This is an optimization exercise on Yosys and OpenROAD, whose aim is small area, not a production implementation. In this exercise RTL edits were held to simulation tests only and were not proved equivalent to the original. Power figures rest on the tool's default switching activity, not on a simulated workload.

**flow/design.v**
```verilog
module pfe (
    input  wire        clk,
    input  wire        rst,
    input  wire        cmd_valid,
    output wire        cmd_ready,
    input  wire [63:0] cmd,
    output reg         rsp_valid,
    output wire [63:0] rsp,
    output wire        mem_en,
    output wire        mem_we,
    output wire [11:0] mem_addr,
    output wire [7:0]  mem_wdata,
    input  wire [7:0]  mem_rdata
);
    localparam [3:0] OP_NOP = 4'h0, OP_SIZE = 4'h1, OP_START = 4'h2, OP_CONVERT = 4'h3,
                     OP_ENCODE = 4'h4, OP_ENDROW = 4'h5, OP_FINISH = 4'h6, OP_ABORT = 4'h7,
                     OP_RDREG = 4'h8, OP_RDBUF = 4'h9;
    localparam [1:0] ST_IDLE = 2'd0, ST_ACTIVE = 2'd1, ST_DONE = 2'd2, ST_ERROR = 2'd3;
    localparam [3:0] S_IDLE = 4'd0, S_MA = 4'd1, S_MB = 4'd2, S_CHK = 4'd3, S_MT = 4'd4,
                     S_DIV = 4'd5, S_ENC = 4'd6, S_RMW = 4'd7, S_RDB = 4'd8, S_RDW = 4'd9,
                     S_RC = 4'd10, S_RS = 4'd11, S_RL = 4'd12;
    localparam [2:0] RC_OK = 3'd0, RC_FAULT = 3'd7;
    reg [1:0]  FMT, TMODE;
    reg        INV, LE, DITHER;
    reg [15:0] WIDTH;
    reg [12:0] HEIGHT, FRAMES, TROWS, SIZE, CUR, ROW;
    reg [15:0] COL;
    reg [1:0]  STATE;
    reg [2:0]  ERRCLASS;
    reg [7:0]  ERRINFO;
    reg        WARN, ALPHASRC;
    reg        Z;           
    reg [3:0]  seq;
    reg        stm;         
    reg [5:0]  cnt;
    reg        d1, d2, cy;  
    reg [2:0]  code;
    reg [6:0]  tcfg;        
    reg [15:0] tW, tH, tF;  
    reg [49:0] P;
    wire idle = (seq == S_IDLE);
    assign cmd_ready = idle;
    wire fault_rsp = (code == RC_FAULT);
    assign rsp = {fault_rsp, (code != RC_OK) & ~fault_rsp,
                  fault_rsp ? {ERRCLASS, ERRINFO} : {8'd0, code},
                  1'b0, P};
    wire [3:0]  op      = cmd[63:60];
    wire [15:0] c_w     = cmd[47:32];
    wire [15:0] c_h     = cmd[31:16];
    wire [15:0] c_f     = cmd[15:0];
    reg illegal;
    always @(*) begin
        case (op)
            OP_NOP, OP_ENDROW, OP_FINISH: illegal = (cmd[59:0] != 60'd0);
            OP_SIZE:    illegal = (cmd[55:48] != 8'd0) || (cmd[57:56] == 2'd3);
            OP_START:   illegal = (cmd[52:48] != 5'd0) || (cmd[57:56] == 2'd3);
            OP_CONVERT: illegal = (cmd[59:1] != 59'd0);
            OP_ENCODE:  illegal = (cmd[59:32] != 28'd0);
            OP_ABORT, OP_RDREG: illegal = (cmd[59:8] != 52'd0);
            OP_RDBUF:   illegal = (cmd[59:50] != 10'd0);
            default:    illegal = 1'b1;
        endcase
    end
    wire c_zero = (c_w == 16'd0) || (c_h == 16'd0) || (c_f == 16'd0);
    reg [2:0] legal_err;
    always @(*) begin
        if (cmd[59:58] == 2'd0 && cmd[57:56] == 2'd2)                    legal_err = 3'd1;
        else if (cmd[55] && cmd[59:58] != 2'd0 && cmd[57:56] != 2'd2)    legal_err = 3'd2;
        else if (cmd[54] && cmd[59:58] != 2'd2)                          legal_err = 3'd3;
        else                                                             legal_err = 3'd0;
    end
    wire active  = (STATE == ST_ACTIVE);
    wire bin     = (FMT == 2'd0);
    wire [2:0] BIT = bin ? COL[2:0] : 3'd0;
    wire row_end = (ROW == TROWS);
    wire col_end = (COL == WIDTH);
    wire addr_ok = (cmd[49:13] == 37'd0) && (cmd[12:0] < SIZE);
    wire [1:0] layout = bin ? 2'd0 : (FMT == 2'd1) ? 2'd1 : 2'd2;
    reg [3:0] sel;
    always @(*) begin
        case (seq)
            S_IDLE:  sel = (op == OP_RDREG) ? cmd[3:0] : (op == OP_CONVERT) ? 4'd12 : 4'd9;
            S_RS:    sel = 4'd8;
            S_RL:    sel = 4'd13;
            default: sel = 4'd9;
        endcase
    end
    reg [15:0] rv;
    always @(*) begin
        case (sel)
            4'd0:  rv = {14'd0, STATE};
            4'd1:  rv = {5'd0, ERRCLASS, ERRINFO};
            4'd2:  rv = {14'd0, ALPHASRC, WARN};
            4'd3:  rv = {9'd0, DITHER, LE, INV, TMODE, FMT};
            4'd4:  rv = WIDTH;
            4'd5:  rv = {3'd0, HEIGHT};
            4'd6:  rv = {3'd0, FRAMES};
            4'd7:  rv = {3'd0, TROWS};
            4'd8:  rv = {3'd0, SIZE};
            4'd9:  rv = {3'd0, CUR};
            4'd10: rv = {13'd0, BIT};
            4'd11: rv = COL;
            4'd12: rv = {3'd0, ROW};
            default: rv = {14'd0, layout};
        endcase
        if (Z && sel[3:1] != 3'd0) rv = 16'd0;
    end
    wire [1:0] t_fmt = tcfg[6:5];
    wire [1:0] t_tm  = tcfg[4:3];
    wire k2 = (seq == S_MA) && ((t_fmt == 2'd2) || (t_fmt == 2'd3 && t_tm != 2'd2));
    wire k1 = (seq != S_MA) || t_fmt[1] == 1'b0 || (t_fmt == 2'd2 && t_tm == 2'd2)
                             || (t_fmt == 2'd3 && t_tm != 2'd2);
    wire k4 = (seq == S_MA) && (t_fmt == 2'd3 && t_tm == 2'd2);
    wire f_bit = ~cnt[4] & tF[cnt[3:0]];
    wire s1 = k1 & f_bit;
    wire s2 = k2 & d1;
    wire s4 = k4 & d2;
    wire x_str = s1 ^ s2 ^ s4 ^ cy;
    wire [15:0] rbw = (t_fmt == 2'd0) ? ({3'd0, tW[15:3]} + {15'd0, tW[2:0] != 3'd0}) : tW;
    wire in_ma  = (seq == S_MA) || (seq == S_MT);
    wire in_div = (seq == S_DIV);
    reg  [17:0] madd;
    always @(*) begin
        if (in_div)             madd = {5'h1F, ~HEIGHT};
        else if (seq == S_MB)   madd = P[0] ? {rbw, 2'b00} : 18'd0;
        else                    madd = x_str ? {2'b00, tH} : 18'd0;
    end
    wire [18:0] sum = {1'b0, P[49:32]} + {1'b0, madd} + {18'd0, in_div};
    wire size_big = (P[49:13] != 37'd0) || (P[12] && P[11:0] != 12'd0);
    wire [7:0] pr = tH[15:8], pg = tH[7:0], pb = tF[15:8], pa = tF[7:0];
    wire [7:0] a_out = INV ? ~pa : pa;
    wire       bb = tF[0] ^ INV;
    wire       ck = (TMODE == 2'd1);
    wire       am = (TMODE == 2'd2);
    reg [7:0] g_v;
    always @(*) begin
        g_v = pb;
        if (ck) begin
            if (g_v == 8'h01)  g_v = 8'h00;
            if (pa != 8'hFF)   g_v = 8'h01;
        end
        if (INV) g_v = ~g_v;
        if (am && pa != 8'hFF) g_v = pa;
    end
    reg [4:0] q_r, q_b;
    reg [5:0] q_g;
    always @(*) begin
        q_r = pr[7:3]; q_g = pg[7:2]; q_b = pb[7:3];
        if (ck) begin
            if (!pa[7]) begin
                q_r = 5'd0; q_g = 6'd1; q_b = 5'd0;
            end else if (q_r == 5'd0 && q_g == 6'd1 && q_b == 5'd0) begin
                q_g = 6'd0;
            end
        end
    end
    wire [15:0] v565 = {q_r, q_g, q_b};
    reg [7:0] r8, g8, b8;
    always @(*) begin
        r8 = pr; g8 = pg; b8 = pb;
        if (ck) begin
            if (!pa[7]) begin
                r8 = 8'd0; g8 = 8'd1; b8 = 8'd0;
            end else if (r8 == 8'd0 && g8 == 8'd1 && b8 == 8'd0) begin
                g8 = 8'd0;
            end
        end
    end
    wire [1:0] j = cnt[1:0];
    reg [7:0] wbyte;
    reg       wlast;
    always @(*) begin
        case (FMT)
            2'd1: begin wbyte = g_v; wlast = 1'b1; end
            2'd2: begin
                case (j)
                    2'd0:    wbyte = LE ? v565[7:0] : v565[15:8];
                    2'd1:    wbyte = LE ? v565[15:8] : v565[7:0];
                    default: wbyte = a_out;
                endcase
                wlast = (j == {am, ~am});
            end
            default: begin
                case (j)
                    2'd0:    wbyte = r8;
                    2'd1:    wbyte = g8;
                    2'd2:    wbyte = b8;
                    default: wbyte = a_out;
                endcase
                wlast = (j == {1'b1, am});
            end
        endcase
    end
    wire [7:0] mask = 8'h80 >> COL[2:0];
    wire in_enc = (seq == S_ENC);
    wire in_rmw = (seq == S_RMW);
    wire in_rdb = (seq == S_RDB);
    wire bin_rmw = bin && (COL[2:0] != 3'd0);    
    assign mem_en    = (in_enc && (!bin_rmw || bb)) || in_rmw || in_rdb;
    assign mem_we    = (in_enc && !bin_rmw) || in_rmw;
    assign mem_addr  = in_rdb ? tF[11:0] : CUR[11:0];
    assign mem_wdata = in_rmw ? (mem_rdata | mask) : bin ? {bb, 7'd0} : wbyte;
    task automatic refuse(input [2:0] reason);
        begin
            code      <= reason;
            rsp_valid <= 1'b1;
        end
    endtask
    task automatic fault(input [2:0] cls, input [7:0] info);
        begin
            STATE     <= ST_ERROR;
            ERRCLASS  <= cls;
            ERRINFO   <= info;
            code      <= RC_FAULT;
            rsp_valid <= 1'b1;
        end
    endtask
    always @(posedge clk) begin
        rsp_valid <= 1'b0;
        if (idle) begin
            cnt <= 6'd0;
            d1  <= 1'b0;
            d2  <= 1'b0;
            cy  <= 1'b0;
        end
        if (idle && cmd_valid) begin
            tcfg <= cmd[59:53];
            tW   <= c_w;
            tH   <= c_h;
            tF   <= c_f;
        end
        case (seq)
            S_IDLE: begin
                if (cmd_valid) begin
                    P    <= 50'd0;
                    code <= RC_OK;
                    if (illegal) begin
                        refuse(3'd1);
                    end else begin
                        case (op)
                            OP_NOP: rsp_valid <= 1'b1;
                            OP_SIZE: begin
                                if (c_zero) refuse(3'd5);
                                else begin
                                    stm <= 1'b0;
                                    seq <= S_MA;
                                end
                            end
                            OP_START: begin
                                if (active)                  refuse(3'd2);
                                else if (c_zero)             fault(3'd1, 8'd4);
                                else if (legal_err != 3'd0)  fault(3'd1, {5'd0, legal_err});
                                else begin
                                    stm <= 1'b1;
                                    seq <= S_MA;
                                end
                            end
                            OP_CONVERT: begin
                                if (!active) refuse(3'd2);
                                else if (COL != 16'd0 || row_end) fault(3'd4, 8'd5);
                                else begin
                                    P   <= {2'b00, rv, 32'd0};
                                    seq <= S_DIV;
                                end
                            end
                            OP_ENCODE: begin
                                if (!active)      refuse(3'd2);
                                else if (row_end) fault(3'd4, 8'd3);
                                else if (col_end) fault(3'd4, 8'd1);
                                else              seq <= S_ENC;
                            end
                            OP_ENDROW: begin
                                if (!active)       refuse(3'd2);
                                else if (!col_end) fault(3'd4, 8'd2);
                                else begin
                                    COL <= 16'd0;
                                    ROW <= ROW + 13'd1;
                                    if (bin && COL[2:0] != 3'd0) CUR <= CUR + 13'd1;
                                    seq <= S_RC;
                                end
                            end
                            OP_FINISH: begin
                                if (!active)                           refuse(3'd2);
                                else if (!row_end || COL != 16'd0)     fault(3'd4, 8'd4);
                                else if (CUR != SIZE)                  fault(3'd2, 8'd1);
                                else begin
                                    STATE     <= ST_DONE;
                                    P         <= {34'd0, rv};
                                    rsp_valid <= 1'b1;
                                end
                            end
                            OP_ABORT: begin
                                if (!active) refuse(3'd2);
                                else         fault(3'd3, cmd[7:0]);
                            end
                            OP_RDREG: begin
                                if (cmd[7:0] > 8'd13) refuse(3'd4);
                                else begin
                                    P         <= {34'd0, rv};
                                    rsp_valid <= 1'b1;
                                end
                            end
                            default: begin  
                                if (STATE != ST_DONE) refuse(3'd2);
                                else if (!addr_ok)    refuse(3'd3);
                                else                  seq <= S_RDB;
                            end
                        endcase
                    end
                end
            end
            S_MA, S_MT: begin
                P   <= {sum, P[31:1]};
                cnt <= cnt + 6'd1;
                d1  <= f_bit;
                d2  <= d1;
                cy  <= (s1 & s2) | (cy & (s1 | s2));
                if (cnt == 6'd31) begin
                    cnt <= 6'd0;
                    seq <= (seq == S_MA) ? S_MB : S_RS;
                end
            end
            S_MB: begin
                P   <= {sum, P[31:1]};
                cnt <= cnt + 6'd1;
                if (cnt == 6'd33) begin
                    if (stm) seq <= S_CHK;
                    else begin
                        rsp_valid <= 1'b1;
                        seq       <= S_IDLE;
                    end
                end
            end
            S_CHK: begin
                P   <= 50'd0;
                cnt <= 6'd0;
                d1  <= 1'b0;
                d2  <= 1'b0;
                cy  <= 1'b0;
                if (size_big) begin
                    fault(3'd2, 8'd2);
                    seq <= S_IDLE;
                end else begin
                    FMT <= t_fmt; TMODE <= t_tm; INV <= tcfg[2]; LE <= tcfg[1];
                    DITHER <= tcfg[0];
                    WIDTH <= tW; HEIGHT <= tH[12:0]; FRAMES <= tF[12:0];
                    SIZE <= P[12:0];
                    CUR <= 13'd0; COL <= 16'd0; ROW <= 13'd0;
                    WARN <= 1'b0; ALPHASRC <= 1'b0;
                    ERRCLASS <= 3'd0; ERRINFO <= 8'd0;
                    STATE <= ST_ACTIVE;
                    Z <= 1'b0;
                    seq <= S_MT;
                end
            end
            S_RS: begin
                TROWS     <= P[12:0];
                P         <= {34'd0, rv};
                rsp_valid <= 1'b1;
                seq       <= S_IDLE;
            end
            S_DIV: begin
                if (sum[18]) begin
                    P[49:32] <= sum[17:0];
                end else if (P[44:32] == 13'd0) begin
                    ALPHASRC <= tF[0] && FMT[1] == 1'b0;
                    if (FMT == 2'd1 && tF[0]) begin
                        WARN  <= 1'b1;
                        TMODE <= 2'd2;
                    end
                    seq <= S_RL;
                end else begin
                    P   <= 50'd0;
                    fault(3'd4, 8'd5);
                    seq <= S_IDLE;
                end
            end
            S_RL, S_RC: begin
                P         <= {34'd0, rv};
                rsp_valid <= 1'b1;
                seq       <= S_IDLE;
            end
            S_ENC: begin
                if (bin) begin
                    if (bin_rmw && bb) begin
                        seq <= S_RMW;
                    end else begin
                        COL <= COL + 16'd1;
                        if (COL[2:0] == 3'd7) CUR <= CUR + 13'd1;
                        seq <= S_RC;
                    end
                end else begin
                    CUR <= CUR + 13'd1;
                    cnt <= cnt + 6'd1;
                    if (wlast) begin
                        COL <= COL + 16'd1;
                        seq <= S_RC;
                    end
                end
            end
            S_RMW: begin
                COL <= COL + 16'd1;
                if (COL[2:0] == 3'd7) CUR <= CUR + 13'd1;
                seq <= S_RC;
            end
            S_RDB: seq <= S_RDW;
            S_RDW: begin
                P         <= {42'd0, mem_rdata};
                rsp_valid <= 1'b1;
                seq       <= S_IDLE;
            end
            default: seq <= S_IDLE;
        endcase
        if (rst) begin
            seq       <= S_IDLE;
            rsp_valid <= 1'b0;
            STATE     <= ST_IDLE;
            ERRCLASS  <= 3'd0;
            ERRINFO   <= 8'd0;
            Z         <= 1'b1;
        end
    end
endmodule
```
**flow/run.sh**
```bash
#!/bin/bash
# synth_recipe.tcl (not shown) runs the flow's synth.tcl, then flattens the netlist and writes it again
# the make line also repeats each setting of config.mk as NAME=value (left out here)
make -C /OpenROAD-flow-scripts/flow DESIGN_CONFIG=/design/flow/config.mk WORK_HOME=/design/flow/orfs CLKGATE_MAP_FILE= SYNTH_SCRIPT=/design/flow/synth_recipe.tcl finish
```
**flow/config.mk**
```make
export PLATFORM = sky130hd
export DESIGN_NAME = pfe
export DESIGN_NICKNAME = pfe
export VERILOG_FILES = /design/flow/design.v
export SDC_FILE = /design/flow/constraint.sdc
export NUM_CORES = 4
export LEC_CHECK = 0
export CAP_MARGIN = 20
export CORE_MARGIN = 2
export CORE_UTILIZATION = 40
export SLEW_MARGIN = 20
```
**flow/constraint.sdc**
```tcl
create_clock -name core_clock -period 17.0 [get_ports {clk}]
set_input_delay 3.4000 -clock core_clock [delete_from_list [all_inputs] [get_ports {clk}]]
set_output_delay 3.4000 -clock core_clock [all_outputs]
set_load 0.01 [all_outputs]
```
==> out/metrics.yaml <==
fp.coreArea_sq_um: 40600
p_int_mw: 2.03
hold_viol_final: 0
grt_pass1_wl_mm: 95.8
critical_path.cell_chain: "clkdlybuf4s50_1 -> nor3b_1 -> a311oi_1 -> clkdlybuf4s50_1"
setup_tns_ns: 0
cp.required_ns: 13.60
initial_core_util_pct: 40.3
diodes: 0
dpl_cell_area_sq_um: 18500
max_slew.worst_pin.slew_ns: 1.16
totalWireLength_mm: 66.9
die_x_microns: 206
syn_area_sq_um: 16400
drc: 0
yosysSeqAreaShare_pct: 45.5
first_global_vias: 14000
synthFlopType: "edfxtp_1"
switching_share_pct: 43.3
num_vias: 14900
finalNonFillerCells: 2336
gp_congestion: 0.993
rows: 74
ctsResizeCount: 0
leakagePower_nw: 6.84
post-route-period-util_pct: 48.5
antenna_found_initial: 0
ys_top_cells_by_area: "edfxtp_1 42%, ha_1 3.9%, nand2_1 3.6%"
netSwitchingPower_mw: 1.54
groute.usage.overall_pct: 31.1
critPathKind: "in -> out"
avgSynthCellArea_sq_um: 9.89
yosysTopAreaCell: "edfxtp_1"
start_kind: "primary input"
cts_hold_buffers: 0
fmax_mhz: 121
status: "finished clean"
min_period_ns: 8.25
synth_top_area_share_pct: 42.4
pwr-share-comb_pct: 45.4
ir_worst_vdd_mv: 0.101
synth-edff-count: 231
dp_hpwl_mm: 52.1
ys_types: 84
ant_nets: 0
synth_warnings: 1
p_per_area_nw_per_um2: 183
rsz0062_at_grt: "no"
drt_iter0_markers: 2001
clockBufferDepth: 3
root_buffer: "clkbuf_16"
final_area_sq_um: 19500
final_nets: 1908
crit_top_cell: "clkdlybuf4s50_1"
dieArea_sq_um: 42500
syn2layout_area_growth_pct: 19.3
layout_commonest_cell: "edfxtp_1"
clkTransAtPathRegs_ns: 0.06
drv_slew: 0
drt_pass1_iterations: 7
cap_violations: 0
io_pins: 163
place_ws_ns: 8.74
dp.cells: 2280
synthArstFlopShare_pct: 0
crit_slowest_cell: "clkdlybuf4s50_1"
wl_per_cell_microns: 28.7
worstSetupEndpointType: "primary output"
syn_inst: 1653
h-tree-depth: 1
grt-ovfl-total: 0
post-cts-setup-buffer-count: 0
cts-buffers-inserted: 30
clock-skew-final_ns: 0.0194
final_util_pct: 48.1
max_stage_delay_ns: 0.58
clockPowerShare_pct: 19.2
portBuffers: 161
cts.sinks: 256
vias_per_cell: 6.40
drive_gt1_share_pct: 7.04
die_y_microns: 206
cp.arrival_ns: 4.85
cp_max_fo: 2
cts_tree: "built"
hp-class: "reg -> reg"
ys_ff_latch: 256
syn_nets: 1781
seq_power_share_pct: 35.4
setup_viol: 0
max_slew_margin_pct: 22.5
worstSkewPairLatency_ns: 0.58
setup_slack_ns: 8.75
grt_max_degree: 45
mostFrequentLayoutCells: "231 x edfxtp_1, 161 x clkdlybuf4s50_1, 159 x nand2_1, 120 x nor2_1, 91 x a21oi_1"
registers in the layout, summed over array words and instances (netlist names), 2 cells and up:
name      count
code          3
cnt           6
seq           4
WIDTH        16
STATE         2
HEIGHT       13
ERRINFO       8
ROW          13
CUR          13
P            50
COL          16
SIZE         13
tcfg          7
FRAMES       13
tH           16
ERRCLASS      3
tW           16
TMODE         2
FMT           2
tF           16
TROWS        13
cells by family (layout without fill, tap and decap cells):
family	count (synthesis)	in the layout	synth area share, %
AO/OA/AOI/OAI	445	445	18.8
XOR/XNOR	110	110	5.89
adder cells (fa/ha/maj)	53	53	4.15
buffers and inverters	138	289	3.58
flip-flops	256	256	45.5
multiplexers	39	39	2.92
other	1	1	0.0229
AND/OR/NAND/NOR	611	611	19.1
layout make-up:
class,count,area [sq um]
Multi-Input combinational cell,1259,8390
Timing Repair Buffer,186,1810
Clock inverter,13,175
Sequential cell,256,7440
Inverter,47,176
Tap cell,532,666
Fill cell,3867,21000
Clock buffer,43,862
final timing paths:
check / from / end / slack [ns] / cells past startpoint
setup / recovery: mem_rdata[7] / mem_wdata[7] / 8.75 / 4
hold reg to reg: tcfg[2] / INV / 0.43 / 0
setup reg to reg: cnt[0] / ERRCLASS[1] / 9.74 / 21
hold / removal: tcfg[2] / INV / 0.43 / 0
stage by stage:
step	power, mW	hold WS, ns
floorplan	2.16	0.400
global placement	2.83	0.405
detailed placement	2.85	0.411
CTS	3.54	0.425
global route	3.74	0.432
finish	3.57	0.426
synthesized netlist by cell type (28+ instances only):
| master | number |
|---|---|
| o21ai_0 | 83 |
| nand2b_1 | 30 |
| a21oi_1 | 92 |
| ha_1 | 51 |
| edfxtp_1 | 231 |
| a211oi_1 | 28 |
| nor4_1 | 37 |
| clkbuf_1 | 61 |
| xor2_1 | 67 |
| nor2_1 | 122 |
| inv_1 | 46 |
| and3_1 | 32 |
| a22oi_1 | 39 |
| and2_1 | 29 |
| nand3_1 | 50 |
| nand2_1 | 159 |
| xnor2_1 | 43 |
| nor3_1 | 43 |
worst max-delay path: cells and delay by family:
kind,cells,cell delay [ns]
AOI/OAI and AO/OA,1,0.29
and+or+nand+nor,1,0.08
buffers and inverters,2,1.08
power by group through the flow:
stage | logic, mW | clock network, mW | registers [mW]
final | 1.62 | 0.684 | 1.27
after global routing | 1.75 | 0.713 | 1.28
after CTS | 1.59 | 0.691 | 1.25
after detailed placement | 1.59 | 0 | 1.26
after global placement | 1.57 | 0 | 1.26
after floorplan | 1.03 | 0 | 1.14
layer usage:
| layer | track usage [%] | vias up | share of wire, % |
|---|---|---|---|
| met2 | 47.2 | 861 | 44 |
| met1 | 42.6 | 7304 | 41 |
| met3 | 4.53 | 178 | 9.1 |
| met5 | 0 | - | 0 |
| li1 | - | 6598 | - |
| met4 | 17.7 | 0 | 6.5 |

what the ideal ports hide:
Ports are ideal in the flow. The routed layout listed here was re-timed in OpenROAD. Step 1, drivers: a clkbuf_16 drives clk and a buf_2 each remaining input, both assumed. Step 2 also shifts input and output timing later by t, the mid clock arrival at the registers, as if the neighbouring blocks saw the same clock. a / b / c = ideal ports / drivers / drivers and shift; a / b = the first two.
shift t [ns]: 0.625
setup WS [ns]: 8.751 / 8.723 / 8.723
hold slack, ns: 0.426 / 0.426 / 0.426
worst register clock-pin slew, ns: 0.07 / 0.07
worst slew at a driven data input, ns: 0.05
After both steps setup and hold are still met in this run. The setup slack of this run moves by -0.028 ns with the drivers and by -0.028 ns with both steps.
